What follows belongs to an exercise in optimizing a design on an open flow for small area, a short achievable clock period and few clock cycles; a production flow would make more cautious choices.
Where RTL was checked, it was by simulation tests only, not by an equivalence proof against the original.
No functional check of the RTL was part of run 1.
Power is estimated from default activity; no workload was simulated.

### design/flow/constraint.sdc
create_clock -name core_clock -period 10.0 [get_ports {clk}]
set_input_delay 2.0000 -clock core_clock [delete_from_list [all_inputs] [get_ports {clk}]]
set_output_delay 2.0000 -clock core_clock [all_outputs]
set_load 0.01 [all_outputs]
### design/flow/run.sh
#!/bin/bash
# synth_recipe.tcl (not shown) runs the flow's synth.tcl, then flattens the netlist and writes it again
# the make line also repeats each setting of config.mk as NAME=value (left out here)
make -C /OpenROAD-flow-scripts/flow DESIGN_CONFIG=/design/flow/config.mk WORK_HOME=/design/flow/orfs CLKGATE_MAP_FILE= SYNTH_SCRIPT=/design/flow/synth_recipe.tcl finish
### design/flow/config.mk
export PLATFORM = sky130hd
export DESIGN_NAME = dem_encoder
export DESIGN_NICKNAME = dem_encoder
export VERILOG_FILES = /design/flow/design.v
export SDC_FILE = /design/flow/constraint.sdc
export NUM_CORES = 4
export LEC_CHECK = 0
export CAP_MARGIN = 20
export CORE_MARGIN = 2
export CORE_UTILIZATION = 40
export CTS_BUF_LIST = sky130_fd_sc_hd__clkbuf_4 sky130_fd_sc_hd__clkbuf_8
export SETUP_SLACK_MARGIN = 5
export SLEW_MARGIN = 20
export TNS_END_PERCENT = 100
### design/flow/design.v
module dem_encoder (
    input  wire        clk,
    input  wire        rst,         
    input  wire        start,
    input  wire [15:0] in_len,      
    input  wire [15:0] out_cap,     
    output wire        busy,
    output reg         done,
    output reg         fail,
    output reg  [3:0]  cause,       
    output reg  [15:0] out_len,     
    output wire        rd_en,
    output wire [13:0] rd_addr,     
    input  wire [31:0] rd_data,
    output wire        out_valid,
    output wire [7:0]  out_data,
    input  wire        out_ready
);
    localparam [31:0] OUTW = 32'h8000_0000;
    localparam [2:0] S_SCAN = 3'd0,    
                     S_PAY  = 3'd1,    
                     S_CEND = 3'd2,    
                     S_LAST = 3'd3,    
                     S_F8   = 3'd4,    
                     S_DONE = 3'd5,    
                     S_BAD  = 3'd6;    
    localparam [1:0] K_REC = 2'd0, K_CHUNK = 2'd1, K_F8 = 2'd2;
    reg         run;
    reg  [2:0]  st;
    reg  [13:0] n_w;
    reg  [13:0] ra;           
    reg         iv;           
    reg         ilast;        
    reg         rq_v;
    reg         rq_last;
    reg  [31:0] rq;           
    reg  [31:0] p;            
    reg         bq_v;
    reg         bq_last;
    reg  [31:0] bq;           
    reg  [2:0]  bc;           
    reg         bu;           
    reg         eoi;          
    reg         rec_v;
    reg  [2:0]  t;
    reg  [8:0]  c;            
    reg  [31:0] pb;           
    reg  [3:0]  n4;           
    reg         ovf;          
    reg         first;        
    reg  [13:0] ri;           
    reg         ov;
    reg  [1:0]  oph;          
    reg  [2:0]  ot;
    reg  [8:0]  oc;
    reg  [31:0] ob;
    reg  [2:0]  onb;          
    reg  [15:0] rem;          
    reg         room;
    wire [31:0] d     = rq - p;
    wire        isout = (rq == OUTW);
    wire        dz    = (d == 32'd0);
    function fits(input [31:0] dv, input integer w);
        reg same;
        reg lowz;
        integer b;
        begin
            same = 1'b1;
            for (b = w - 1; b < 32; b = b + 1) same = same & (dv[b] == dv[31]);
            lowz = 1'b1;
            for (b = 0; b < w - 1; b = b + 1) lowz = lowz & ~dv[b];
            fits = same & ~(dv[31] & lowz);
        end
    endfunction
    wire f4  = fits(d, 4);
    wire f8  = fits(d, 8);
    wire f12 = fits(d, 12);
    wire f16 = fits(d, 16);
    wire f24 = fits(d, 24);
    wire unenc = ~isout & (d == 32'h8000_0000);
    reg  [2:0] cls;
    always @(*) begin
        if (isout)     cls = 3'd0;
        else if (dz)   cls = 3'd1;
        else if (f4)   cls = 3'd2;
        else if (f8)   cls = 3'd3;
        else if (f12)  cls = 3'd4;
        else if (f16)  cls = 3'd5;
        else if (f24)  cls = 3'd6;
        else           cls = 3'd7;
    end
    function [3:0] wn(input [2:0] ty);
        case (ty)
            3'd2: wn = 4'd1;  3'd3: wn = 4'd2;  3'd4: wn = 4'd3;
            3'd5: wn = 4'd4;  3'd6: wn = 4'd6;  3'd7: wn = 4'd8;
            default: wn = 4'd0;
        endcase
    endfunction
    function [31:0] wmask(input [2:0] ty);
        case (ty)
            3'd2: wmask = 32'h0000_000F;  3'd3: wmask = 32'h0000_00FF;
            3'd4: wmask = 32'h0000_0FFF;  3'd5: wmask = 32'h0000_FFFF;
            3'd6: wmask = 32'h00FF_FFFF;  3'd7: wmask = 32'hFFFF_FFFF;
            default: wmask = 32'd0;
        endcase
    endfunction
    wire [31:0] dm_c   = d & wmask(cls);
    wire [31:0] pb_add = pb | (bq << {n4[2:0], 2'b00});
    wire [4:0]  n4_add = {1'b0, n4} + {1'b0, wn(t)};
    wire        fit    = (n4_add <= 5'd8);
    wire ph_last  = (oph == 2'd2) ? (onb == 3'd1)
                  : (oph == 2'd1) ? (onb == 3'd0)
                  : (oc <= 9'd31 && onb == 3'd0);
    wire move     = ov && room && out_ready;
    wire slot     = !ov || (move && ph_last);    
    wire brk      = !rec_v || bu || (bc != t) || (c == 9'd287);
    reg  consume;       
    reg  push;          
    reg  [1:0] push_k;
    reg  rewind;        
    always @(*) begin
        consume = 1'b0;
        push    = 1'b0;
        push_k  = K_REC;
        rewind  = 1'b0;
        case (st)
            S_SCAN: if (bq_v) begin
                if (!brk) consume = 1'b1;
                else if (!rec_v) consume = 1'b1;
                else if (slot) begin
                    push = 1'b1;
                    if (ovf) rewind = 1'b1;
                    else     consume = 1'b1;
                end
            end
            S_PAY: if (bq_v) begin
                if (first || fit) consume = 1'b1;
                else if (slot) begin
                    push = 1'b1; push_k = K_CHUNK; consume = 1'b1;
                end
            end
            S_CEND: if (slot) begin push = 1'b1; push_k = K_CHUNK; end
            S_LAST: if (slot) begin push = 1'b1; if (ovf) rewind = 1'b1; end
            default: ;
        endcase
    end
    wire        issue    = run && (st == S_SCAN || st == S_PAY || st == S_CEND) && (ra != n_w);
    wire [13:0] ra_inc   = ra + 14'd1;
    wire        mab      = rq_v && (!bq_v || consume);
    wire        land     = iv && (!rq_v || mab);
    wire        drop     = iv && rq_v && !mab;
    assign busy      = run;
    assign rd_en     = issue;
    assign rd_addr   = ra;
    reg [7:0] obyte;
    always @(*) begin
        case (oph)
            2'd0:    obyte = (oc <= 9'd31) ? {ot, oc[4:0]} : {ot, 5'd0};
            2'd1:    obyte = oc[7:0] - 8'd32;
            default: obyte = ob[7:0];
        endcase
    end
    assign out_valid = ov && room;
    assign out_data  = obyte;
    wire fin_ok = run && (st == S_DONE) && !ov;
    wire fin_f8 = run && (st == S_F8) && !ov;
    wire fin_f4 = run && ov && !room;
    wire fin_bl = run && (st == S_BAD);
    always @(posedge clk) begin
        if (rst) begin
            run  <= 1'b0;
            done <= 1'b0;
            fail <= 1'b0;
            cause <= 4'd0;
            out_len <= 16'd0;
            st   <= S_DONE;
            iv   <= 1'b0;
            rq_v <= 1'b0;
            ov   <= 1'b0;
        end else begin
            done <= 1'b0;
            if (!run) begin
                if (start) begin
                    run     <= 1'b1;
                    n_w     <= in_len[15:2];
                    ra      <= 14'd0;
                    iv      <= 1'b0;
                    rq_v    <= 1'b0;
                    bq_v    <= 1'b0;
                    p       <= 32'd0;
                    eoi     <= 1'b0;
                    rec_v   <= 1'b0;
                    ov      <= 1'b0;
                    rem     <= out_cap;
                    room    <= (out_cap != 16'd0);
                    out_len <= 16'd0;
                    if (in_len[1:0] != 2'd0)      st <= S_BAD;
                    else if (in_len[15:2] == 14'd0) st <= S_DONE;
                    else                          st <= S_SCAN;
                end
            end else if (fin_ok || fin_f8 || fin_f4 || fin_bl) begin
                run   <= 1'b0;
                done  <= 1'b1;
                fail  <= !fin_ok;
                cause <= fin_bl ? 4'd9 : fin_f8 ? 4'd8 : fin_f4 ? 4'd4 : 4'd0;
                if (!fin_ok) out_len <= 16'd0;
                iv    <= 1'b0;
                rq_v  <= 1'b0;
                bq_v  <= 1'b0;
                ov    <= 1'b0;
            end else begin
                if (rewind) begin
                    ra   <= ri;
                    iv   <= 1'b0;
                    rq_v <= 1'b0;
                    bq_v <= 1'b0;
                end else begin
                    if (drop)       ra <= ra - 14'd1;
                    else if (issue) ra <= ra_inc;
                    iv    <= issue && !drop;
                    ilast <= (ra_inc == n_w);
                    if (land) begin
                        rq      <= rd_data;
                        rq_last <= ilast;
                        rq_v    <= 1'b1;
                    end else if (mab) begin
                        rq_v    <= 1'b0;
                    end
                    if (mab) begin
                        bq      <= dm_c;
                        bc      <= cls;
                        bu      <= unenc;
                        bq_last <= rq_last;
                        bq_v    <= 1'b1;
                        if (!isout) p <= rq;
                    end else if (consume) begin
                        bq_v    <= 1'b0;
                    end
                end
                case (st)
                    S_SCAN: if (consume) begin
                        if (!brk) begin
                            c <= c + 9'd1;
                            if (t >= 3'd2) begin
                                if (fit && !ovf) begin
                                    pb <= pb_add;
                                    n4 <= n4_add[3:0];
                                end else begin
                                    ovf <= 1'b1;
                                end
                            end
                        end else begin
                            t     <= bc;
                            c     <= 9'd1;
                            pb    <= bq;
                            n4    <= wn(bc);
                            ovf   <= 1'b0;
                            rec_v <= 1'b1;
                            ri    <= ra - {12'd0, 2'd1 + {1'b0, iv} + {1'b0, rq_v}};
                            if (bu) st <= S_F8;
                        end
                        if (bq_last) begin
                            eoi <= 1'b1;
                            if (!bu) st <= S_LAST;
                        end
                    end else if (rewind) begin
                        st    <= S_PAY;
                        first <= 1'b1;
                        n4    <= 4'd0;
                    end
                    S_PAY: if (consume) begin
                        c <= c - 9'd1;
                        if (fit) begin
                            pb <= pb_add;
                            n4 <= n4_add[3:0];
                        end else begin
                            pb    <= bq;
                            n4    <= wn(t);
                            first <= 1'b0;
                        end
                        if (c == 9'd1) st <= S_CEND;
                        if (bq_last) eoi <= 1'b1;
                    end
                    S_CEND: if (push) begin
                        rec_v <= 1'b0;
                        st    <= eoi ? S_DONE : S_SCAN;
                    end
                    S_LAST: if (push) begin
                        if (ovf) begin
                            st    <= S_PAY;
                            first <= 1'b1;
                            n4    <= 4'd0;
                        end else begin
                            st    <= S_DONE;
                        end
                    end
                    default: ;
                endcase
                if (push) begin
                    ov  <= 1'b1;
                    oph <= (push_k == K_CHUNK) ? 2'd2 : 2'd0;
                    ot  <= t;
                    oc  <= c;
                    ob  <= pb;
                    onb <= (n4[3:1] + {2'b00, n4[0]});
                end else if (move) begin
                    if (ph_last) ov <= 1'b0;
                    case (oph)
                        2'd0: oph <= (oc > 9'd31) ? 2'd1 : 2'd2;
                        2'd1: oph <= 2'd2;
                        default: begin
                            ob  <= {8'd0, ob[31:8]};
                            onb <= onb - 3'd1;
                        end
                    endcase
                end
                if (move) begin
                    out_len <= out_len + 16'd1;
                    rem     <= rem - 16'd1;
                    room    <= (rem != 16'd1);
                end
            end
        end
    end
endmodule
==> run notes, run 1 <==
The run finished with no timing, DRC or antenna violations. The total half-perimeter wirelength after legalization and detailed placement is 30600 um. The area growth from synthesis to layout came out at 15.8%. The source-to-sink clock delay at the later pin of the worst-skew pair is 620 ps. The pin count of the biggest net entering global routing is 64. Setup slack closes at 5100 ps. Final hold analysis gives a worst-case slack of 422 ps. The via count came out at 13700. The number of buffers and inverters on the critical path is 1. The CTS sink count came out at 292.

The maximum count of clock buffers along a single path came out at 3. The number of antenna violations at the first check in global routing came out at 0. In this run the static leakage power is 7.18 nW. The maximum clock skew at final layout came out at 35.2 ps. Counting every instance in the synthesized netlist gives 1743.

The power density over cell area is about 140 nW/um^2. The net count of the finished layout is a little under 2000. The post-detailed-route wirelength per cell came out at between 15 and 20 um. The synthesized area per cell is between 10 and 15 um^2. The worst register-to-register path ends at p[20]. The sum of internal, switching and leakage power came out at 2.82 mW.

The clock-pin transition on the worst setup and hold timing paths came out at approximately 70 ps. The worst setup path is launched from a register. The residual overflow from global routing came out at 0. Of the cells placed in the final design, the portion with a size suffix greater than 1 is 0.115.

The number of different library cells used by synthesis comes to around 100. The share of the core filled with cells in the final layout came out at 0.466. In the synthesized netlist the async set-or-reset flop fraction comes to 0.

The maximum fanout encountered on the critical timing path came out at 8. The biggest area contributor in the post-synthesis netlist is edfxtp_1. On the critical path, the stage with the largest delay is an instance of edfxtp_1. The top-level I/O count came out at roughly 120. Across the run, the number of max-cap violations was 0. The last weighted congestion value of the routability-driven placer came out at 0.856.

The peak supply drop came out at 88.8 uV. The logic depth of the worst register-to-register path is 13. For this configuration, the core starts out at a cell density of 0.403. The site row count is 77. The critical path goes through xor2_1 -> nor4_1 -> nand4_1 -> nor4_4 -> nor4b_2 -> clkdlybuf4s50_1. The overall die height came out at around 210 um. The clock tree from TritonCTS is done. The detail route stage leaves a number of antenna-violating nets equal to 0.

Wires add up to 43700 um. The worst pin sits at a relative slew slack of 0.300. Setup violations remaining at the end of the flow were counted as 0. The count of buffers added on input and output ports is 113. The critical path is of the reg -> out type. The via count of the first global-routing pass is 13300. Sorting the synthesized cells by how often they occur yields 264 x edfxtp_1, 172 x nor2_1, 121 x nand2_1. The fraction of the cycle the final worst path needs is 0.490. In the post-synthesis netlist, the biggest area contributors are edfxtp_1 45%, ha_1 3.8%, nor2_1 3.6%. The number of buffers added by the clock tree synthesis step is 50.

The root buffer cell chosen for the clock tree is clkbuf_8. The sequential element share of the synthesized area came out at 0.480. The startpoint identified for the worst register-to-register timing path is n4[0].

The number of buffers inserted for hold repair after clock tree synthesis came out at 0. The startpoint of the tightest hold check path is rq_last. Setup repair after global routing could not meet its margin everywhere. The total global-route track usage came out at 0.186. In this run the worst hold path is classified as reg -> reg.

The top achievable clock speed is 0.204 GHz. The first-pass GRT wire length is 70800 um. In the synthesized netlist the dominant register cell turns out to be edfxtp_1. Summed over all failing endpoints, the final setup total negative slack is 0 ps. The netlist area before placement came out at 17700 um^2. The post-place setup slack is 4480 ps. The most frequently used cell type in the post-synthesis netlist is edfxtp_1. The family with the most delay on the worst path is simple AND/OR/NAND/NOR gates. The core region is 43900 um^2. The area enclosed by the die boundary came out at 45900 um^2. The count of inserted antenna diode cells came out at 0. The max-slew violation total from the final report is 0. The number of cells on the worst hold path is 0. The number of enable flip-flop cells after synthesis is ~260.

The delay of the slowest cell on the worst path is 540 ps. The time the worst path needs with I/O delays and setup came out at 4900 ps. The worst endpoint data arrival time is between 2000 and 3000 ps. Of the post-synthesis cell area, the dominant cell type holds 0.448. For this block, the initial DRC count from the detailed router was slightly above 1000.

After synthesis the netlist holds a flip-flop and latch count of 292. The required time of the worst setup path came out at roughly 8000 ps. The total count of hold-check failures in the final report is 0.

The chip width is 214 um. The first-pass iteration count of the detailed router came out at 5. For this run, the number of Yosys warnings is 1. The measured slew at the worst slew-check pin is 1050 ps. The worst setup slack for register-to-register paths came out at 5350 ps. The via density per instance came out at 5.56.

Counting every net in the synthesized netlist gives 1868. The worst-case hold path end point is bq_last. STA classifies the critical path endpoint as a primary output. In the routed design, unresolved DRC markers number 0. The H-tree was split into 2 levels.
## area by class of cell
class | count | area (um^2)
fillers | 4138 | 23500
multi-input cells | 1279 | 8630
flip-flops and latches | 292 | 8490
repair buffers | 137 | 1370
clock buffers | 64 | 793
well taps | 592 | 741
inverters | 76 | 285
clock inverters | 27 | 171
## metrics by stage
step | std cells | cell area, um^2
floorplan | 1743 | 17700
global placement | 2367 | 19300
detailed placement | 2367 | 19300
CTS | 2460 | 20300
global route | 2467 | 20500
finish | 2467 | 20500
## placed cells by master (no fill, tap or decap), types with 30 or more instances in the layout
cell type          n
and2_1            53
inv_1             74
clkdlybuf4s50_1  113
xnor2_1           49
mux2_2            35
nand2_1          121
o21ai_0           76
mux2i_1           30
nand4_1           34
ha_1              54
a21oi_1          109
xor2_1            39
edfxtp_1         264
a211oi_1          32
nor3_1            65
nand3_1           35
clkbuf_8          50
nor2_1           168
## worst register-to-register path: cells and delay by family, from the launching register on
family | cells | cell delay, ps
AOI/OAI and AO/OA | 4 | 1890
buffers and inverters | 3 | 760
adders and majority gates | 2 | 660
and+or+nand+nor | 3 | 420
DFF | 1 | 330
xor gates and xnor gates | 1 | 250
## power by group
| group | leakage (nW) | internal [mW] | switching [mW] | total (mW) |
|---|---|---|---|---|
| Combinational | 4.04 | 0.148 | 0.190 | 0.337 |
| Sequential | 2.62 | 1.36 | 0.0369 | 1.40 |
| Clock | 0.518 | 0.571 | 0.508 | 1.08 |
## routing by layer
metal	vias to the layer above	routed length (um)	track usage
li1	6702	-	-
met1	6596	20500	0.261
met2	338	19700	0.296
met3	85	2320	0.0292
met4	0	1170	0.0618
met5	-	0	0
## worst max-delay path by stage
stage	from	cells after the start	slack (ps)	endpoint
6_report	ra[8]	6	5100	rd_en
5_1_grt	ra[8]	6	4950	rd_en
4_1_cts	ra[8]	6	5000	rd_en
3_5_place_dp	out_ready	9	4480	ra[12]
3_3_place_gp	out_ready	9	4590	ra[10]
2_1_floorplan	out_ready	10	4970	rq[0]
## kinds of logic (layout without fill, tap and decap cells)
family,after synthesis,in the layout,share of synthesized area
AO/OA/AOI/OAI,403,403,0.155
XOR/XNOR,89,89,0.0441
adder cells (fa/ha/maj),57,57,0.0416
buffers and inverters,172,304,0.0404
flip-flops,292,292,0.480
multiplexers,71,71,0.0469
other,1,1,0.000212
AND/OR/NAND/NOR,658,658,0.193
## flip-flops by register name, indices dropped and copies added, names as in the netlist, 16 cells and up
register  count
pb           32
rem          16
bq           32
out_len      16
p            32
rq           32
ob           32
## what timing repair did
action / 4_1_cts / 5_1_grt
resized for setup: 4 / 5
setup endpoints to repair: 6 / 28
setup buffers: 2 / 5
endpoints found under the hold margin: 0 / 0
pin swaps: 0 / 4
cloned: 0 / 0
==> run 2, diff against run 1 <==
--- a/design/flow/design.v
+++ b/design/flow/design.v
@@ -57,7 +57,39 @@
     reg  [2:0]  onb;          
     reg  [15:0] rem;          
     reg         room;
-    wire [31:0] d     = rq - p;
+    function [15:0] inc16(input [15:0] x);
+        reg cy; integer i;
+        begin cy = 1'b1; for (i = 0; i < 16; i = i + 1) begin inc16[i] = x[i] ^ cy; cy = cy & x[i]; end end
+    endfunction
+    function [15:0] dec16(input [15:0] x);
+        reg bw; integer i;
+        begin bw = 1'b1; for (i = 0; i < 16; i = i + 1) begin dec16[i] = x[i] ^ bw; bw = bw & ~x[i]; end end
+    endfunction
+    function [31:0] sub32(input [31:0] a, input [31:0] b);
+        reg [31:0] g, pp, gg, pg, c;
+        integer i, l;
+        begin
+            g  = a & ~b;
+            pp = a ^ ~b;
+            gg = g; pg = pp;
+            for (l = 0; l < 5; l = l + 1)
+                for (i = 0; i < 32; i = i + 1)
+                    if ((i % (2 << l)) == (2 << l) - 1) begin
+                        gg[i] = gg[i] | (pg[i] & gg[i - (1 << l)]);
+                        pg[i] = pg[i] & pg[i - (1 << l)];
+                    end
+            for (l = 3; l >= 0; l = l - 1)
+                for (i = 0; i < 32; i = i + 1)
+                    if (i >= (3 << l) - 1 && (i % (2 << l)) == (1 << l) - 1) begin
+                        gg[i] = gg[i] | (pg[i] & gg[i - (1 << l)]);
+                        pg[i] = pg[i] & pg[i - (1 << l)];
+                    end
+            c[0] = 1'b1;
+            for (i = 1; i < 32; i = i + 1) c[i] = gg[i-1] | (pg[i-1]);
+            sub32 = pp ^ c;
+        end
+    endfunction
+    wire [31:0] d     = sub32(rq, p);
     wire        isout = (rq == OUTW);
     wire        dz    = (d == 32'd0);
     function fits(input [31:0] dv, input integer w);
@@ -145,7 +177,8 @@
         endcase
     end
     wire        issue    = run && (st == S_SCAN || st == S_PAY || st == S_CEND) && (ra != n_w);
-    wire [13:0] ra_inc   = ra + 14'd1;
+    wire [15:0] ra_inc16 = inc16({2'b00, ra});
+    wire [13:0] ra_inc   = ra_inc16[13:0];
     wire        mab      = rq_v && (!bq_v || consume);
     wire        land     = iv && (!rq_v || mab);
     wire        drop     = iv && rq_v && !mab;
@@ -162,7 +195,7 @@
     end
     assign out_valid = ov && room;
     assign out_data  = obyte;
-    wire fin_ok = run && (st == S_DONE) && !ov;
+    wire fin_ok = run && (st == S_DONE) && (!ov || (move && ph_last));
     wire fin_f8 = run && (st == S_F8) && !ov;
     wire fin_f4 = run && ov && !room;
     wire fin_bl = run && (st == S_BAD);
@@ -203,7 +236,8 @@
                 done  <= 1'b1;
                 fail  <= !fin_ok;
                 cause <= fin_bl ? 4'd9 : fin_f8 ? 4'd8 : fin_f4 ? 4'd4 : 4'd0;
-                if (!fin_ok) out_len <= 16'd0;
+                if (!fin_ok)   out_len <= 16'd0;
+                else if (move) out_len <= inc16(out_len);
                 iv    <= 1'b0;
                 rq_v  <= 1'b0;
                 bq_v  <= 1'b0;
@@ -215,7 +249,7 @@
                     rq_v <= 1'b0;
                     bq_v <= 1'b0;
                 end else begin
-                    if (drop)       ra <= ra - 14'd1;
+                    if (drop)       ra <= dec16({2'b00, ra});
                     else if (issue) ra <= ra_inc;
                     iv    <= issue && !drop;
                     ilast <= (ra_inc == n_w);
@@ -240,7 +274,7 @@
                 case (st)
                     S_SCAN: if (consume) begin
                         if (!brk) begin
-                            c <= c + 9'd1;
+                            c <= inc16({7'd0, c});
                             if (t >= 3'd2) begin
                                 if (fit && !ovf) begin
                                     pb <= pb_add;
@@ -269,7 +303,7 @@
                         n4    <= 4'd0;
                     end
                     S_PAY: if (consume) begin
-                        c <= c - 9'd1;
+                        c <= dec16({7'd0, c});
                         if (fit) begin
                             pb <= pb_add;
                             n4 <= n4_add[3:0];
@@ -315,8 +349,8 @@
                     endcase
                 end
                 if (move) begin
-                    out_len <= out_len + 16'd1;
-                    rem     <= rem - 16'd1;
+                    out_len <= inc16(out_len);
+                    rem     <= dec16(rem);
                     room    <= (rem != 16'd1);
                 end
             end
==> design/flow/flow/run.sh (new file) <==
#!/bin/bash
# The standard layout (standard.sh: the standard synthesis and ORFS flow), with
# plain buf_1 port buffers and the setup repair aimed 5 ns below the clock period.
set -euo pipefail
bash standard.sh SETUP_SLACK_MARGIN=5 "BUFFER_PORTS_ARGS=-buffer_cell sky130_fd_sc_hd__buf_1" finish > standard.log 2>&1
==> design/flow/standard.sh (new file) <==
#!/bin/bash
# synth_recipe.tcl (not shown) runs the flow's synth.tcl, then flattens the netlist and writes it again
# the make line also repeats each setting of config.mk as NAME=value (left out here)
make -C /OpenROAD-flow-scripts/flow DESIGN_CONFIG=/design/flow/config.mk WORK_HOME=/design/flow/orfs CLKGATE_MAP_FILE= SYNTH_SCRIPT=/design/flow/synth_recipe.tcl "${@:-finish}"
removed: design/flow/run.sh
==> run 2 against run 1 <==
Critical endpoint unchanged. Sequential share of layout area is 3.0 points higher. Still clean. Combinational power is 21% higher. Largest cell class is now registers. Clock power hardly changed. Final cell count is 7.5% lower.
==> run notes, run 2 <==
In this run the register-to-register setup slack is 5310 ps. The area of combinational cells with multiple inputs is 7890 um^2. The synthesized area per cell is between 10 and 15 um^2. By area the synthesized netlist is led by edfxtp_1 47%, ha_1 8.5%, dfxtp_1 3.3%. The starting density of the core is 0.405. In this run the static leakage power is 7.21 nW.

After the first detailed-routing iteration, the DRC count stood at 897. The time the worst path needs with I/O delays and setup is 4880 ps. In this run the clock root is driven by a clkbuf_8. In the final timing run, aggregate negative setup slack is 0 ps. Setup repair after global routing left no endpoint under its margin. TritonCTS built the clock tree. Timing would allow up to a little over 0.2 GHz. The HPWL after detailed placement is 28900 um.

The count of synthesis-stage warnings from yosys came out at 1. The number of filler instances in the final layout is 3897. Setup slack on the critical path of the routed design comes to slightly above 5000 ps. The logic depth of the worst register-to-register path is 14. On the final layout, the worst clock skew is roughly 29 ps. The sequential element share of the synthesized area came out at 0.499. The total count of hold-check failures in the final report was 0. The share of synthesized area in the top cell type comes to 0.466.

The total of buffers placed on input and output ports came out at about 110. The first-pass iteration count of the detailed router came out at 5. The number of antenna violations at the first check in global routing came out at 0. In this run the count of I/O pins placed on the die edge is ~120. Across the run, the number of max-cap violations was 0. The synthesized instance count came out at 1590. The final net count came out at 1888. The capture point of the worst reg-to-reg path is bq[29].

The via density per instance is 5.47. By count the netlist is led by 264 x edfxtp_1, 140 x nor2_1, 115 x ha_1. In this run the core area contains 75 standard-cell rows. The total core area came out at 41900 um^2. Among all flip-flop cells after synthesis, the most frequent one is edfxtp_1. The overall die height is roughly 210 um. The critical path startpoint category is a register.

The flow ran to the end and the layout has no timing, DRC or antenna violations. The required time of the worst setup path came out at 8000 ps. Of all flip-flops after synthesis, the portion carrying an async set or reset was 0. Before CTS, the worst setup slack after placement is 4510 ps. The first-pass GRT wire length is 64100 um. The clock-pin transition on the worst setup and hold timing paths is 60 ps. CTS built an H-tree with a depth of 2. Leaving out fill and tap cells, the most frequent cell in the layout is edfxtp_1. The die is approximately 210 um wide. The number of buffers added by the clock tree synthesis step came out at 48. When the netlist entered floorplanning its net count stood at around 1800. The number of cells on the worst hold path came out at 0. The area growth from synthesis to layout came out at 12.3%. The via count of the first global-routing pass is 12200.

The congestion estimate from routability-driven global placement came to 0.882. The library cells used most frequently in the layout, excluding fill and tap cells, are 264 x edfxtp_1, 136 x nor2_1, 115 x ha_1, 113 x buf_1. The footprint of the flip-flops and latches came out at 8490 um^2.

The worst hold path begins at rq_last. The remaining routing DRC violations came out at 0. The worst endpoint data arrival time is 2880 ps.

The worst setup path is captured at a primary output. The count of inserted antenna diode cells came out at 0. The worst-case headroom to the max-slew limit came out at 0.338. The residual overflow from global routing is 0. At the end of the flow the core is filled with cells to 0.455.

The source-to-sink clock delay at the later pin of the worst-skew pair is 610 ps. The CTS sink count came out at about 300. The most frequently used cell type in the post-synthesis netlist is edfxtp_1. The total global-route track usage came out at 0.179. The max-slew violation total from the final report was 0. The worst hold path terminates at bq_last. The launching point of the worst reg2reg path is rq[1]. The post-detailed-route count of antenna-violating nets is 0. Hold timing on the final database bottoms out at a slack of 423 ps. Entering global routing, the biggest net connects 47 pins.

The total detailed-routing wirelength is roughly 40000 um. The measured slew at the worst slew-check pin came out at 990 ps. The power density over cell area came out at 154 nW/um^2.

The number of distinct library cells after synthesis is 84. Synthesis inferred 292 register bits. The clock passes through at most 3 buffers. The largest total area in the synthesized netlist belongs to edfxtp_1.

The via count is between 10000 and 15000. The floorplan step defined a die boundary enclosing 44200 um^2. After synthesis the cells add up to approximately 17000 um^2. Of all nets on the critical path, the largest fanout is 13. The fraction of the cycle the final worst path needs is 0.488.

The proportion of layout cells with a drive suffix above 1 came out at 0.106. Setup violations remaining at the end of the flow were counted as 0. The tightest min-delay check is of the reg -> reg type. The peak supply drop came out at 93.2 uV. In this run the post-CTS setup repair buffer count came out at 0. The worst setup path is of the reg -> out kind. The number of enable flip-flop cells after synthesis came out at ~260. The post-detailed-route wirelength per cell came out at 17.4 um.
## run 2: cell count changes after synthesis, moves of 13 or more
| cell | before | now |
|---|---|---|
| nand4_1 | 34 | 20 |
| o211ai_1 | 18 | 2 |
| ha_1 | 54 | 115 |
| a211oi_1 | 33 | 20 |
| or3_1 | 24 | 6 |
| inv_1 | 74 | 110 |
| nor2_1 | 172 | 140 |
| nor3_1 | 68 | 40 |
| a21oi_1 | 113 | 86 |
| clkbuf_1 | 76 | 55 |
## run 2: cell families (layout without fill, tap and decap cells)
group / after synthesis / after routing / share of synthesized area
AOI/OAI and AO/OA: 330 / 330 / 0.131
xor gates and xnor gates: 79 / 79 / 0.0407
adders and majority gates: 118 / 118 / 0.0876
buffers and inverters: 183 / 336 / 0.0416
DFF: 292 / 292 / 0.499
muxes: 79 / 79 / 0.0495
other: 1 / 1 / 0.000221
and+or+nand+nor: 508 / 508 / 0.150
## run 2: critical path, stage by stage, from the launching register on
cell	delay [ps]
dfxtp_1	610
nand2_1	300
nor2_1	820
o221a_2	390
buf_1	170
## run 2: what timing repair did
action,4_1_cts,5_1_grt
hold endpoints to repair,0,0
endpoints found under the setup margin,0,33
gates resized for setup,0,2
hold buffers,0,0
## run 2: worst max path at each step
stage                     cells after the start      start     end
final                                         4      st[0]   rd_en
after global placement                       12  out_ready   pb[1]
after global routing                         11      rq[1]  bq[29]
after detailed placement                     12  out_ready   pb[2]
after CTS                                    15       t[2]   ra[6]
after floorplan                              10  out_ready   bc[0]
## run 2: per-stage QoR
| stage | instance area (um^2) | cells | total power [mW] |
|---|---|---|---|
| 3_5_place_dp | 18000 | 2189 | 1.85 |
| 4_1_cts | 19000 | 2279 | 2.98 |
| 2_1_floorplan | 17000 | 1590 | 1.74 |
| 3_3_place_gp | 18000 | 2189 | 1.85 |
| 5_1_grt | 19100 | 2282 | 3.09 |
| 6_report | 19100 | 2282 | 2.94 |
## run 2: final cells by class
type                            count  share of cell area
Timing Repair Buffer              134              0.0319
Tap cell                          539              0.0353
Clock buffer                       64              0.0415
Inverter                          112              0.0220
Clock inverter                     26              0.0117
Multi-Input combinational cell   1115               0.413
Sequential cell                   292               0.444
## run 2: where the power goes
part,internal (mW),total [mW],switching [mW]
sequential,1.39,1.43,0.0387
combinational,0.157,0.408,0.251
clock,0.623,1.11,0.488
## run 2: routing by layer
layer  wire length (um)  vias up  track usage
met3               2250       70       0.0335
met4                852        0       0.0521
met2              18500      327        0.291
met5                  0        -            0
met1              18000     5987        0.245
li1                   -     6108            -
Testbench counts of run 2, summed over its fixed seeds: cycles 44,927.
==> run 3, diff against run 2 <==
==> design/flow/flow/run.sh (replaced) <==
#!/bin/bash
# The standard layout (standard.sh: the standard synthesis and ORFS flow), with
# plain buf_1 port buffers and the setup repair aimed 6 ns below the clock period.
set -euo pipefail
bash standard.sh SETUP_SLACK_MARGIN=6 "BUFFER_PORTS_ARGS=-buffer_cell sky130_fd_sc_hd__buf_1" finish > standard.log 2>&1
==> run 3 against run 2 <==
Fmax grew 11%. Utilization is 3.9 points higher. Global-route usage increased by 1.2 points. Final area up 8.5%. Highest routed layer is now met5.
==> run notes, run 3 <==
The async set-or-reset flop fraction in the synthesized netlist is 0. The critical path startpoint category is a register. The leakage power total is 7.83 nW. The library cell used most frequently in the layout, excluding fill and tap cells, is edfxtp_1. Entering global routing, the biggest net connects 77 pins. The source-to-sink clock delay at the later pin of the worst-skew pair came out at around 580 ps. The violation count after the first detailed-route iteration came out at 967. The worst setup path is of the reg -> out kind. For this run, the number of Yosys warnings is 1. Setup repair after global routing could not meet its margin everywhere. The die is 210 um wide. The final net count came out at 1990. The netlist area before placement is between 15000 and 20000 um^2. IR analysis of the VDD net gives a maximum drop of between 100 and 150 uV. Using the TritonRoute via totals, the vias-per-cell ratio works out to 5.50. The share of the core filled with cells in the final layout came out at 0.494. The path class of the lowest-slack min-delay path is reg -> reg. The setup TNS came out at 0 ps. The setup violation total in the final timing report came out at 0. The total half-perimeter wirelength after legalization and detailed placement is ~30000 um.

The required time of the worst setup path is 8000 ps. The slowest stage of the critical path is the or4_4 cell. The total core area is approximately 42000 um^2. The clock tree from TritonCTS is done. The count of buffer and inverter cells on the critical path came out at 2. The worst path needs around 4400 ps of the cycle, external delays included.

The number of H-tree levels is 2. The area enclosed by the die boundary is approximately 44000 um^2. Across every metal layer, demand over resource in global routing totals 0.192. The first-pass iteration count of the detailed router came out at 5. The total of buffers placed on input and output ports came out at between 100 and 150. In the final routed layout, each cell accounts on average for between 15 and 20 um. The number of maximum-capacitance violations came out at 0.

Walking the worst path, the cells encountered are nand2_2 -> or4_4 -> a211oi_2 -> buf_4 -> nor2_2 -> nor2_4 -> a22o_1 -> buf_2. The category of the worst setup path capture point is a primary output. The via count of the first global-routing pass came out at 12500. The fraction of the cycle the final worst path needs came out at 0.441. At the worst endpoint, the arrival time is 2410 ps. The remaining routing DRC violations came out at 0.

The max-slew violation total from the final report was 0. The last weighted congestion value of the routability-driven placer came out at about 0.86. The residual overflow from global routing is 0.

For this run, the leading register cell type out of synthesis is edfxtp_1. The cell type contributing the most total cell area after synthesis is edfxtp_1. The via count is approximately 13000.

In the layout the commonest cells are 264 x edfxtp_1, 128 x nor2_1, 110 x inv_1, 106 x buf_1, 101 x buf_4. The number of distinct library cells after synthesis came out at 84. In this run the tightest slew margin relative to its limit is 0.321. The area fraction of the dominant cell type after synthesis came out at 0.466. The total detailed-routing wirelength came out at 44000 um.

The total count of hold-check failures in the final report is 0. The maximum clock skew at final layout came out at 15.2 ps. Clock tree synthesis found a total of 292 sinks. The synthesized area per cell is 10.7 um^2.

The flow ran to the end and the layout has no timing, DRC or antenna violations. The maximum count of clock buffers along a single path is 3. The sequential element share of the synthesized area came out at 0.499. The synthesized instance count is 1590. The largest single stage delay on the critical path is around 540 ps. From bottom edge to top edge, the die measures around 210 um. The maximum fanout encountered on the critical timing path is 5. The proportion of layout cells with a drive suffix above 1 came out at 0.201. In the synthesized netlist, the cells that appear most often are 264 x edfxtp_1, 140 x nor2_1, 115 x ha_1. The top-level I/O count is 115. After clock tree synthesis, the clock-pin slew on the worst setup and hold paths is 60 ps. The top achievable clock speed is 0.227 GHz. The number of buffers added by the clock tree synthesis step came out at 49. The number of antenna violations at the first check in global routing is 1. Counting the fill cells in the layout gives 3774. The total of flip-flops plus latches after synthesis is 292. The number of buffers inserted for hold repair after clock tree synthesis came out at 0. The site row count came out at 75. Once detail routing completed, the nets flagged for antenna violations numbered 0. The count of inserted antenna diode cells is 0.

Counting every net in the synthesized netlist gives 1775. The cell family contributing the most delay on the critical path is simple AND/OR/NAND/NOR gates. The measured slew at the worst slew-check pin came out at 1010 ps.

CTS placed an instance of clkbuf_8 at the clock tree root. The number of enable flip-flop cells after synthesis is 264. Yosys instantiated no cell more often than edfxtp_1.

The first global-routing pass estimated between 60000 and 70000 um of wire. The area growth from synthesis to layout is 21.9%. Dividing total power by cell area gives a power density of roughly 150 nW/um^2. The initial utilization of the core area, before any placement, comes to 0.405. After synthesis, the cell types taking the most area are edfxtp_1 47%, ha_1 8.5%, dfxtp_1 3.3%.
-- run 3: cell counts after synthesis --
Identical to the previous run, type by type.
-- run 3: cell families (layout without fill, tap and decap cells) --
group                      Yosys count  after routing  synth area share
AOI/OAI and AO/OA                  330            333             0.131
xor gates and xnor gates            79             79            0.0407
adders and majority gates          118            118            0.0876
buffers and inverters              183            430            0.0416
DFF                                292            292             0.499
muxes                               79             79            0.0495
other                                1              1          0.000221
and+or+nand+nor                    508            510             0.150
-- run 3: repair_timing --
action / CTS / global route
gates cloned: 5 / 3
pin swaps: 21 / 52
buffers inserted: 24 / 74
endpoints found under the setup margin: 237 / 324
resized for setup: 73 / 70
hold endpoints to repair: 0 / 0
-- run 3: metrics by stage --
stage	instances	power, mW	setup slack [ps]	hold slack, ps	cell area [um^2]
after floorplan	1590	1.75	5580	400	17200
after global placement	2185	1.85	4670	405	18100
after detailed placement	2187	1.86	4820	407	18100
after CTS	2304	3.00	5620	425	19700
after global routing	2381	3.17	5440	440	20700
final	2381	3.04	5590	426	20700
-- run 3: final cells by class --
cell class                 instances  area (um^2)  share of cell area
clock buffer                      55          719              0.0347
clock inverter                    33          269              0.0130
inverter                         112          420              0.0203
multi-input combinational       1120         8660               0.418
sequential                       292         8490               0.410
tap                              539          674              0.0325
timing repair buffer             230         1500              0.0722
-- run 3: where the power goes --
part | switching (mW) | internal (mW) | leakage [nW]
Sequential | 0.0340 | 1.39 | 2.61
Combinational | 0.301 | 0.220 | 4.71
Clock | 0.485 | 0.609 | 0.512
Total | 0.820 | 2.22 | 7.83
-- run 3: routing by layer --
layer  up-vias  GRT usage  part of all wire
met5         -          0           0.00030
met2       373      0.321              0.48
li1       6320          -                 -
met4         2     0.0538             0.023
met1      6302      0.257              0.44
met3        91     0.0319             0.054
-- run 3: final timing paths --
path            from     endpoint  slack (ps)  cells after the start
max            oc[1]  out_data[3]        5590                      8
min          rq_last      bq_last         430                      0
max reg2reg     t[2]        n4[0]        6110                     12
min reg2reg  rq_last      bq_last         430                      0
==> run 4, diff against run 3 <==
==> design/flow/flow/run.sh (replaced) <==
#!/bin/bash
# The standard layout (standard.sh: the standard synthesis and ORFS flow), with
# plain buf_1 port buffers and the setup repair aimed 7 ns below the clock period.
set -euo pipefail
bash standard.sh SETUP_SLACK_MARGIN=7 "BUFFER_PORTS_ARGS=-buffer_cell sky130_fd_sc_hd__buf_1"  finish > standard.log 2>&1
==> run 4 against run 3 <==
Die area unchanged. Clock power grew 4%. Routed wire length rose by 22%. Combinational power rose by 42%. First-iteration DRC count rose by 8.2%. Largest cell class unchanged. Flip-flop and latch count unchanged. Worst hold slack worse by 2.8 ps. Clock-buffer cell count is 16 higher. Sequential share of layout area decreased by 6.7 points. Critical path depth is 1 lower.
==> run notes, run 4 <==
The area growth from synthesis to layout came out at 46.5%. The total global-route track usage is 0.216. The total of flip-flops plus latches after synthesis came out at 292. The worst setup slack for register-to-register paths is 6050 ps. The top-level I/O count came out at ~120. Clock-pin slew was measured on the worst setup and hold paths at ~60 ps. At the pin with the least slew margin, the transition time is 966 ps. Yosys mapped a number of flops with a built-in enable equal to 264.

The startpoint identified for the worst register-to-register timing path is rq[9]. The top flip-flop cell by instance count after synthesis is edfxtp_1. The startpoint identified for the worst hold timing path is rq_last. The CTS sink count came out at 292. Counting I/O delays and the setup requirement, the final critical path takes 4300 ps.

The die is 210 um wide. Along the worst path, the maximum fanout reaches 5. The max-slew violation total from the final report is 0. For this run, design rule violations remaining after detail routing come to 0.

The number of buffers added by the clock tree synthesis step is 50. TritonCTS built the clock tree. The area enclosed by the die boundary came out at 44200 um^2.

The root buffer cell chosen for the clock tree is clkbuf_8. The overall die height is 210 um. The site row count came out at 75.

The post-detailed-route count of antenna-violating nets is 0. The top achievable clock speed is 0.232 GHz. The total half-perimeter wirelength after legalization and detailed placement is 29700 um. The number of antenna violations at the first check in global routing is 0. The number of distinct library cells after synthesis came out at 84. The last weighted congestion value of the routability-driven placer is 0.877. The total count of hold-check failures in the final report came out at 0. The share of the core filled with cells in the final layout came out at 0.594.

The leakage power total is about 9.4 nW. Sorting the synthesized cells by area gives the leading types as edfxtp_1 47%, ha_1 8.5%, dfxtp_1 3.3%. The first-pass iteration count of the detailed router is 7. The violation count after the first detailed-route iteration came out at 1046. The synthesized instance count is 1590. The run finished with no timing, DRC or antenna violations. The most frequently used cell type in the post-synthesis netlist is edfxtp_1. Summed over all instances, the cell type with the most area after synthesis is edfxtp_1. The setup violation total in the final timing report is 0. In the final layout, the share of cells above drive strength 1 is 0.406.

The setup TNS came out at 0 ps. The cell with the largest stage delay on the worst path is or4_4. By startpoint and endpoint, the worst setup path is classified as reg -> out. Leaving out fill and tap cells, the most frequent cell in the layout is edfxtp_1. Dividing total power by cell area gives a power density of between 100 and 150 nW/um^2. The total detailed-routing wirelength came out at 53500 um. The delay of the slowest cell on the worst path is 500 ps. The first-pass GRT wire length came out at 75900 um.

Detailed routing inserted a total of 14400 vias. Counting instances in the post-synthesis netlist gives the leading cell types as 264 x edfxtp_1, 140 x nor2_1, 115 x ha_1. The via density per instance is 5.65. The category of the worst setup path capture point is a primary output. The core region is 41900 um^2.

The longest clock path from root to sink contains 3 buffers. Measured against its own limit, the worst slew margin works out to 0.352. The capture point of the worst reg-to-reg path is bq[26]. The top cell types in the final layout, fill and taps aside, are 264 x edfxtp_1, 156 x buf_4, 108 x buf_6, 102 x inv_1, 94 x nor2_1. The number of maximum-capacitance violations came out at 0. The async set-or-reset flop fraction in the synthesized netlist came out at 0. The synthesized area per cell is 10.7 um^2. The smallest hold slack came out at 423 ps. Setup repair after global routing could not meet its margin everywhere. The worst endpoint data arrival time came out at approximately 2300 ps. The pin count of the biggest net entering global routing is 47. The peak supply drop is 89.4 uV. Synthesis produced a netlist with a net count of around 1800.

Of the post-synthesis cell area, the dominant cell type holds 0.466. The signal on the critical path passes through nand2_2 -> or4_4 -> a211oi_4 -> nor2_2 -> nor2_4 -> a22o_1 -> buf_2. STA classifies the critical path startpoint as a register. The post-detailed-route wirelength per cell is 21.0 um. The logic depth of the worst register-to-register path is 13. The total of buffers placed on input and output ports came out at 113.

The count of inserted antenna diode cells came out at 0. For this configuration, the core starts out at a cell density of 0.405. The via count of the first global-routing pass came out at between 10000 and 15000. The H-tree was split into 2 levels. The required time of the worst setup path is 8000 ps. The path class of the tightest hold or removal check is reg -> reg. The share of the Yosys chip area taken by registers is 0.499. The count of synthesis-stage warnings from yosys came out at 1. The netlist area before placement is between 15000 and 20000 um^2. The source-to-sink clock delay at the later pin of the worst-skew pair came out at 600 ps. Between clock sinks in the finished design, the worst skew comes to between 15 and 20 ps. The residual overflow from global routing came out at 0. The final net count came out at around 2200. The number of cells on the worst hold path came out at 0. The worst hold path terminates at bq_last. In the finished design, the share of the clock period the worst path needs comes to 0.430.
run 4: cell counts after synthesis:
Identical to the previous run, type by type.
run 4: worst max path at each step:
| stage | from | end | slack [ps] | cells past startpoint |
|---|---|---|---|---|
| after CTS | oc[1] | out_data[3] | 5610 | 7 |
| final | oc[0] | out_data[3] | 5700 | 7 |
| after global routing | oc[0] | out_data[3] | 5570 | 7 |
| after global placement | out_ready | pb[9] | 4460 | 10 |
| after detailed placement | out_ready | pb[1] | 4340 | 10 |
| after floorplan | out_ready | p[0] | 5580 | 11 |
run 4: layout make-up:
class                           count  area, um^2
Timing Repair Buffer              398        3910
Tap cell                          539         674
Multi-Input combinational cell   1121       10300
Fill cell                        3191       17000
Sequential cell                   292        8530
Inverter                          112         432
Clock inverter                     20         164
Clock buffer                       71         871
run 4: layer usage:
layer  up-vias  part of all wire  wire, um  GRT usage
li1       6679                 -         -          -
met1      7042              0.41     21800      0.279
met2       555              0.49     26500      0.369
met3       148             0.063      3360     0.0377
met4         0             0.036      1910     0.0739
met5         -                 0         0          0
run 4: cells by family (layout without fill, tap and decap cells):
kind of cell	Yosys count	count (layout)	share of synthesized area
adders and majority gates	118	118	0.0876
buffers and inverters	183	601	0.0416
other	1	1	0.000221
AOI/OAI and AO/OA	330	332	0.131
and+or+nand+nor	508	512	0.150
xor gates and xnor gates	79	79	0.0407
DFF	292	292	0.499
muxes	79	79	0.0495
run 4: repair_timing:
action,in CTS,in global routing
hold buffers,0,0
cloned,15,20
setup endpoints to repair,451,439
hold endpoints to repair,0,0
gates resized for setup,373,245
setup buffers,170,73
pin swaps,66,88
run 4: report_power, final:
group | total [mW] | leakage (nW) | switching, mW | internal (mW)
combinational | 0.740 | 6.23 | 0.391 | 0.349
sequential | 1.42 | 2.63 | 0.0314 | 1.39
clock | 1.13 | 0.546 | 0.495 | 0.636
run 4: critical path, delay by kind of cell (launching register included):
family	cells	cell delay (ps)
and+or+nand+nor	4	800
DFF	1	400
AOI/OAI and AO/OA	2	380
buffers and inverters	1	130
run 4: metrics by stage:
stage	power, mW	setup slack, ps	area, um^2	instances
floorplan	1.77	5580	17700	1590
global placement	1.88	4460	18600	2184
detailed placement	1.89	4340	18600	2184
CTS	3.20	5610	22900	2460
global route	3.42	5570	24900	2553
finish	3.29	5700	24900	2553
==> run 5, diff against run 4 <==
==> design/flow/run.sh (new file) <==
#!/bin/bash
# synth_recipe.tcl (not shown) runs the flow's synth.tcl, then flattens the netlist and writes it again
# the make line also repeats each setting of config.mk as NAME=value (left out here)
make -C /OpenROAD-flow-scripts/flow DESIGN_CONFIG=/design/flow/config.mk WORK_HOME=/design/flow/orfs CLKGATE_MAP_FILE= SYNTH_SCRIPT=/design/flow/synth_recipe.tcl finish
removed: design/flow/flow/run.sh
removed: design/flow/standard.sh
==> run 5 against run 4 <==
Still clean on timing, DRC and antenna. Register-to-register slack worse by 770 ps. Worst hold slack worse by 2.7 ps. Fmax is 12% lower. Critical path type unchanged.
==> run notes, run 5 <==
The via count of the first global-routing pass is about 12000. The total count of hold-check failures in the final report is 0. The via density per instance came out at 5.47. The setup TNS is 0 ps. The run finished with no timing, DRC or antenna violations.

The power density over cell area came out at 148 nW/um^2. The top achievable clock speed came out at 0.205 GHz. The number of buffers added by the clock tree synthesis step came out at 50.

The source-to-sink clock delay at the later pin of the worst-skew pair is around 640 ps. The overall die height came out at 210 um. Traced cell by cell, the critical path runs through or4_1 -> a211oi_2 -> buf_4 -> nor2_1 -> nor2_2 -> a22o_1 -> clkdlybuf4s50_1. The number of maximum-capacitance violations came out at 0. TritonCTS built the clock tree. The count of inserted antenna diode cells is 0. The violation count after the first detailed-route iteration is between 800 and 900. The path class of the lowest-slack min-delay path is reg -> reg. The count of buffer and inverter cells on the critical path came out at 2.

The commonest cells after synthesis are 264 x edfxtp_1, 140 x nor2_1, 115 x ha_1. The max-slew violation total from the final report is 0. The count of synthesis-stage warnings from yosys is 1.

After clock tree synthesis, the clock-pin slew on the worst setup and hold paths is roughly 60 ps. The total of buffers placed on input and output ports came out at 113. Clock tree synthesis selected as its root buffer the cell clkbuf_8. The top-level I/O count is 115. The number of antenna violations at the first check in global routing came to 0. The last weighted congestion value of the routability-driven placer is 0.884.

The number of enable flip-flop cells after synthesis is 264. The remaining routing DRC violations came out at 0. Synthesis produced 1590 cells. In the final design database the tool counted between 1500 and 2000 nets. STA classifies the critical path endpoint as a primary output. At the worst endpoint, the arrival time is 2890 ps. The fraction of the cycle the final worst path needs came out at 0.489. The total global-route track usage is 0.187. The measured slew at the worst slew-check pin came out at ~1000 ps. The number of H-tree levels is 2. The first-pass GRT wire length is 65900 um. The initial utilization of the core area, before any placement, comes to 0.405. The longest clock path from root to sink contains 3 buffers.

The first-pass iteration count of the detailed router is 7. In the final routed layout, each cell accounts on average for 18.1 um. The setup violation total in the final timing report is 0. The peak supply drop came out at 94.4 uV. Counting the fill cells in the layout gives around 3800.

The leakage power total is ~7.6 nW. The via count came out at ~13000. The startpoint of the tightest hold check path is rq_last. The path with the worst hold slack has its endpoint at bq_last. STA classifies the critical path startpoint as a register.

The residual overflow from global routing came out at 0. The critical path is of the reg -> out type. The number of cells on the worst hold path is 0. The wire-length estimate of the detail-placed layout is 29400 um. The floorplan step defined a die boundary enclosing 44200 um^2.

In the final layout, the share of cells above drive strength 1 is 0.115. Of all cell types, the one taking the most synthesized area is edfxtp_1. The synthesized area per cell came out at 10.7 um^2.

The logic depth of the worst register-to-register path is 12. The most frequently used cell type in the post-synthesis netlist is edfxtp_1. The time the worst path needs with I/O delays and setup came out at 4890 ps. The area fraction of the dominant cell type after synthesis came out at 0.466. The post-place setup slack is 3670 ps.

Counting flops with an async set or reset pin after synthesis yields a share of 0. The total of flip-flops plus latches after synthesis came out at 292. The capture point of the worst reg-to-reg path is ra[10].

After layout, the worst setup slack is around 5100 ps. The maximum clock skew at final layout came out at 32.6 ps. The CTS sink count came out at 292. Buffers inserted to repair hold after CTS numbered 0. The worst setup slack for register-to-register paths came out at 5280 ps. In this run the standard cell core region covers between 40000 and 50000 um^2.

The netlist area before placement came out at 17000 um^2. Headroom to the max-slew limit came out at 0.330. The sequential element share of the synthesized area is 0.499.

Setup repair after global routing left no endpoint under its margin. The required time of the worst setup path is 8000 ps. The post-synthesis net count is 1775.

The top cell types in the final layout, fill and taps aside, are 264 x edfxtp_1, 135 x nor2_1, 115 x ha_1, 110 x inv_1, 110 x nand2_1. For this run, the leading register cell type out of synthesis is edfxtp_1. In this run the horizontal extent of the chip is approximately 210 um. Leaving out fill and tap cells, the most frequent cell in the layout is edfxtp_1. The site row count is 75.

The launching point of the worst reg2reg path is n4[1]. By area the synthesized netlist is led by edfxtp_1 47%, ha_1 8.5%, dfxtp_1 3.3%. The total detailed-routing wirelength is 41500 um. Among cell families on the critical path, the largest total delay comes from simple AND/OR/NAND/NOR gates. The most critical setup path has its startpoint at oc[6]. Entering global routing, the biggest net connects 74 pins. The count of nets left with antenna violations once routing finished came out at 0. In this design, the stage delay of the slowest critical-path cell is between 500 and 600 ps. The number of distinct library cells after synthesis came out at 84. The area growth from synthesis to layout came out at 17.0%. The cell with the largest stage delay on the worst path is or4_1. The sum of internal, switching and leakage power came out at 2.95 mW. The maximum fanout encountered on the critical timing path came out at 4.
==> run 5: cell counts after synthesis <==
Identical to the previous run, type by type.
==> run 5: power breakdown <==
part	switching, mW	leakage, nW	total [mW]	internal [mW]
clock network	0.490	0.534	1.08	0.590
logic	0.262	4.43	0.448	0.186
registers	0.0356	2.61	1.42	1.39
total	0.788	7.58	2.95	2.16
==> run 5: how the worst max path moves through the flow <==
stage | end | slack, ps | cells past startpoint
2_1_floorplan | bc[0] | 4830 | 10
3_3_place_gp | pb[25] | 3760 | 11
3_5_place_dp | pb[10] | 3670 | 11
4_1_cts | out_data[0] | 5010 | 8
5_1_grt | out_data[4] | 4970 | 8
6_report | out_data[4] | 5110 | 7
==> run 5: metal layers <==
metal  track usage  routed length [um]  part of all wire  vias up
met2         0.303               19200              0.46      342
met4        0.0624                 937             0.023        0
li1              -                   -                 -     6139
met1         0.254               19100              0.46     5999
met3        0.0335                2250             0.054       73
met5             0                   0                 0        -
==> run 5: timing repair <==
item | CTS | global route
resized for setup | 10 | 3
cloned | 2 | 0
pin swaps | 5 | 2
setup endpoints to repair | 158 | 106
buffers inserted | 5 | 4
==> run 5: cell families (layout without fill, tap and decap cells) <==
family / count (synthesis) / after routing / share of synthesized area
compound gates: 330 / 331 / 0.131
flops: 292 / 292 / 0.499
xor+xnor: 79 / 79 / 0.0407
simple gates: 508 / 509 / 0.150
other cells: 1 / 1 / 0.000221
buf+inv: 183 / 345 / 0.0416
fa+ha+maj: 118 / 118 / 0.0876
mux: 79 / 79 / 0.0495
==> run 5: cell type report <==
type	instances	area, um^2	share of cell area
Clock inverter	15	73.8	0.00371
Clock buffer	78	930	0.0467
Multi-Input combinational cell	1117	7930	0.398
Sequential cell	292	8490	0.427
Tap cell	539	674	0.0339
Inverter	112	420	0.0211
Timing Repair Buffer	140	1390	0.0696
==> run 5: through the flow <==
stage	cells	utilization	hold WS [ps]	cell area, um^2
floorplan	1590	-	400	17000
global placement	2187	0.446	405	18700
detailed placement	2187	0.446	422	18700
CTS	2287	0.473	422	19800
global route	2293	0.474	446	19900
finish	2293	0.474	420	19900
==> run 6, diff against run 5 <==
==> design/flow/flow/run.sh (new file) <==
#!/bin/bash
# The standard layout (standard.sh: the standard synthesis and ORFS flow), with
# plain buf_1 port buffers and the setup repair aimed 6 ns below the clock period.
set -euo pipefail
bash standard.sh SETUP_SLACK_MARGIN=6 "BUFFER_PORTS_ARGS=-buffer_cell sky130_fd_sc_hd__buf_1" "CTS_ARGS=-sink_clustering_enable -repair_clock_nets -buf_list {sky130_fd_sc_hd__clkbuf_4 sky130_fd_sc_hd__clkbuf_8} -dont_use_dummy_load" finish > standard.log 2>&1
==> design/flow/standard.sh (new file) <==
#!/bin/bash
# synth_recipe.tcl (not shown) runs the flow's synth.tcl, then flattens the netlist and writes it again
# the make line also repeats each setting of config.mk as NAME=value (left out here)
make -C /OpenROAD-flow-scripts/flow DESIGN_CONFIG=/design/flow/config.mk WORK_HOME=/design/flow/orfs CLKGATE_MAP_FILE= SYNTH_SCRIPT=/design/flow/synth_recipe.tcl "${@:-finish}"
removed: design/flow/run.sh
==> run 6 against run 5 <==
Largest power group unchanged. Critical path type unchanged. Still clean. Critical endpoint is now out_data[3]. Clock power decreased by 21%. Routed wire length grew 5.8%. Highest routed layer is now met5. Synthesized cell count unchanged. Fmax grew 11%.
==> run notes, run 6 <==
The worst setup path is launched from a register. The number of H-tree levels came out at 2. The clock-pin transition on the worst setup and hold timing paths came out at approximately 60 ps. Ranked by total cell area, the synthesized netlist is headed by edfxtp_1 47%, ha_1 8.5%, dfxtp_1 3.3%.

The max-slew violation total from the final report was 0. The cell with the largest stage delay on the worst path is or4_4. The library cell used most frequently in the layout, excluding fill and tap cells, is edfxtp_1.

The delay of the slowest cell on the worst path came out at 540 ps. The startpoint of the tightest hold check path is rq_last. After synthesis the cells add up to between 15000 and 20000 um^2. The most frequently used cell type in the post-synthesis netlist is edfxtp_1.

The required time of the worst setup path is 8000 ps. The worst hold path belongs to the class reg -> reg. The number of distinct library cells after synthesis is 84. The cell count after synthesis came out at ~1600.

The flow ran to the end and the layout has no timing, DRC or antenna violations. Summing over every cut layer, the via total after detailed routing is 13000. In this run the remaining antenna-violating nets after routing total 0. The floorplan step defined a core boundary enclosing 41900 um^2.

The cell count after placement came out at 2187. The number of antenna violations at the first check in global routing is 1. Traced cell by cell, the critical path runs through nand2_2 -> or4_4 -> a211oi_2 -> buf_4 -> nor2_2 -> nor2_4 -> a22o_1 -> buf_2. The number of maximum-capacitance violations is 0. The number of nets in the synthesized netlist is about 1800. The top flip-flop cell by instance count after synthesis is edfxtp_1.

The pin count of the biggest net entering global routing came out at 77. The post-detailed-route wirelength per cell is 18.7 um. The remaining routing DRC violations came out at 0. By count the netlist is led by 264 x edfxtp_1, 140 x nor2_1, 115 x ha_1. Power comes to 2.80 mW. In this run, synthesis inferred 264 flip-flops with an integrated enable. The cell type contributing the most total cell area after synthesis is edfxtp_1. The leakage power total came out at ~7.7 nW.

The total count of hold-check failures in the final report came out at 0. The worst setup path is of the reg -> out kind. Counting flops with an async set or reset pin after synthesis yields a share of 0. The share of the Yosys chip area taken by registers is 0.499. During placement, the flow inserted port buffers numbering 113. The maximum fanout encountered on the critical timing path came out at 5.

The worst setup slack for register-to-register paths is just over 6000 ps. The via count of the first global-routing pass came to 12400. The total detailed-routing wirelength is roughly 44000 um. The power density over cell area came out at 137 nW/um^2. The number of hold buffers added after CTS was 0. The time the worst path needs with I/O delays and setup is 4400 ps.

The total of flip-flops plus latches after synthesis is about 300. In this run the core area contains 75 standard-cell rows. The violation count after the first detailed-route iteration is roughly 1000. For the pin with the worst max-slew slack, the measured transition is 1010 ps. The initial utilization of the core area, before any placement, comes to 0.405. The synthesized area per cell came out at 10.7 um^2. Setup repair after global routing could not meet its margin everywhere. The setup TNS is 0 ps.

The maximum count of clock buffers along a single path came out at 3. The clock tree from TritonCTS is done. The residual overflow from global routing came out at 0.

For this run, the share of the core covered by cells in the final layout is 0.486. The proportion of layout cells with a drive suffix above 1 came out at 0.196. Detailed placement finished with a half-perimeter wire length of 29200 um. In the routed layout, each cell is associated on average with a via count of approximately 5.5. The setup violation total in the final timing report is 0. The top-level I/O count is 115. The share of synthesized area in the top cell type comes to 0.466. The clock reaches the later pin of the worst-skew pair after roughly 580 ps. In the global route stage, overall resource usage came out at 0.192. The last weighted congestion value of the routability-driven placer came out at 0.860. The final net count is between 1500 and 2000.

The worst-case headroom to the max-slew limit is 0.318. In the layout the commonest cells are 264 x edfxtp_1, 128 x nor2_1, 110 x inv_1, 107 x buf_1. In this run the critical register-to-register path is launched from rq[3].

The repair_antennas step left the layout with diodes totalling 0. Compared with the post-synthesis result, the final layout area differs by 19.9%. The category of the worst setup path capture point is a primary output. The finished layout holds 2342 standard cells, fillers aside.

The fraction of the cycle the final worst path needs is 0.440. The cell at the root of the clock tree is clkbuf_8. The overall die height is 210 um.

The number of buffers added by the clock tree synthesis step is 49. The count of synthesis-stage warnings from yosys came out at 1. The top achievable clock speed is 0.227 GHz. The peak supply drop came out at 88.5 uV. The maximum clock skew at final layout came out at 31.2 ps. The first-pass GRT wire length is slightly below 70000 um.

The first-pass iteration count of the detailed router came out at 5. The chip width is 210 um. The clock drives 292 sinks. The worst setup path startpoint is oc[1]. STA puts the critical path data arrival time at approximately 2400 ps. The area enclosed by the die boundary came out at 44200 um^2.
run 6: cell counts after synthesis:
Identical to the previous run, type by type.
run 6: path summary, 6_finish.rpt:
check	to	cells after the start
hold / removal	bq_last	0
setup / recovery	out_data[3]	8
setup reg to reg	bq[10]	12
hold reg to reg	bq_last	0
run 6: cell type report:
type,count,area [um^2]
Timing Repair Buffer,228,1470
Inverter,112,420
Clock buffer,49,674
Fill cell,3768,21600
Multi-Input combinational cell,1122,8670
Tap cell,539,674
Sequential cell,292,8490
run 6: cell families after synthesis:
group / after synthesis / synth area share
and+or+nand+nor: 508 / 0.150
AOI/OAI and AO/OA: 330 / 0.131
DFF: 292 / 0.499
buffers and inverters: 183 / 0.0416
adders and majority gates: 118 / 0.0876
xor gates and xnor gates: 79 / 0.0407
muxes: 79 / 0.0495
other: 1 / 0.000221
run 6: critical path: cells and delay by family, from the launching register on:
kind                   cells  cell delay, ps
AND/OR/NAND/NOR            4             780
AO/OA/AOI/OAI              2             390
flip-flops                 1             370
buffers and inverters      2             280
run 6: power breakdown:
group	total, mW	switching, mW	internal (mW)
registers	1.42	0.0340	1.39
logic	0.518	0.300	0.218
clock network	0.855	0.425	0.430
run 6: layer usage:
metal / global-route usage / share of wire / wire length, um
met5: 0 / 0.00030 / 13
met4: 0.0558 / 0.023 / 1010
met3: 0.0344 / 0.058 / 2530
met2: 0.323 / 0.48 / 21200
met1: 0.254 / 0.44 / 19200
run 6: repair_timing:
action                                  in CTS  in global routing
gates cloned                                 5                  4
pin swaps                                   23                 55
gates resized for setup                     73                 67
setup buffers                               30                 67
endpoints found under the setup margin     254                325
run 6: per-stage QoR:
step	setup WS (ps)	hold WS [ps]	cell area (um^2)
2_1_floorplan	5580	400	17200
3_3_place_gp	4670	405	18100
3_5_place_dp	4820	407	18100
4_1_cts	5630	432	19400
5_1_grt	5450	443	20400
6_report	5600	433	20400

==> static timing again, ports no longer ideal <==
The flow's constraints put no driver on any port. The routed layouts listed below were extracted and timed again, unchanged, in two steps.
Step 1: set_driving_cell puts a clkbuf_16 on clk and a buf_2 on each other input, an assumption about the parent block.
Step 2, shift: input delay + t, output delay - t, t = (earliest + latest rising clock arrival at the registers) / 2. This alone moves slack from input paths to output paths.
Slacks: ideal / step 1 / step 2; pairs: ideal / step 1.
run | t, ns | slack for setup (ns) | worst slew at a driven data input, ns
run 1 | 0.649 | 5.102 / 5.053 / 4.785 | 0.04
run 2 | 0.637 | 5.117 / 5.072 / 4.758 | 0.05
run 3 | 0.621 | 5.594 / 5.545 / 5.413 | 0.07
run 4 | 0.633 | 5.699 / 5.653 / 5.433 | 0.10
run 5 | 0.670 | 5.111 / 5.061 / 4.473 | 0.05
run 6 | 0.612 | 5.602 / 5.554 / 5.303 | 0.07
After both steps every run listed still meets setup and hold. The setup slack of run 5, which loses most, moves by -0.050 ns with the drivers and by -0.638 ns with both steps.
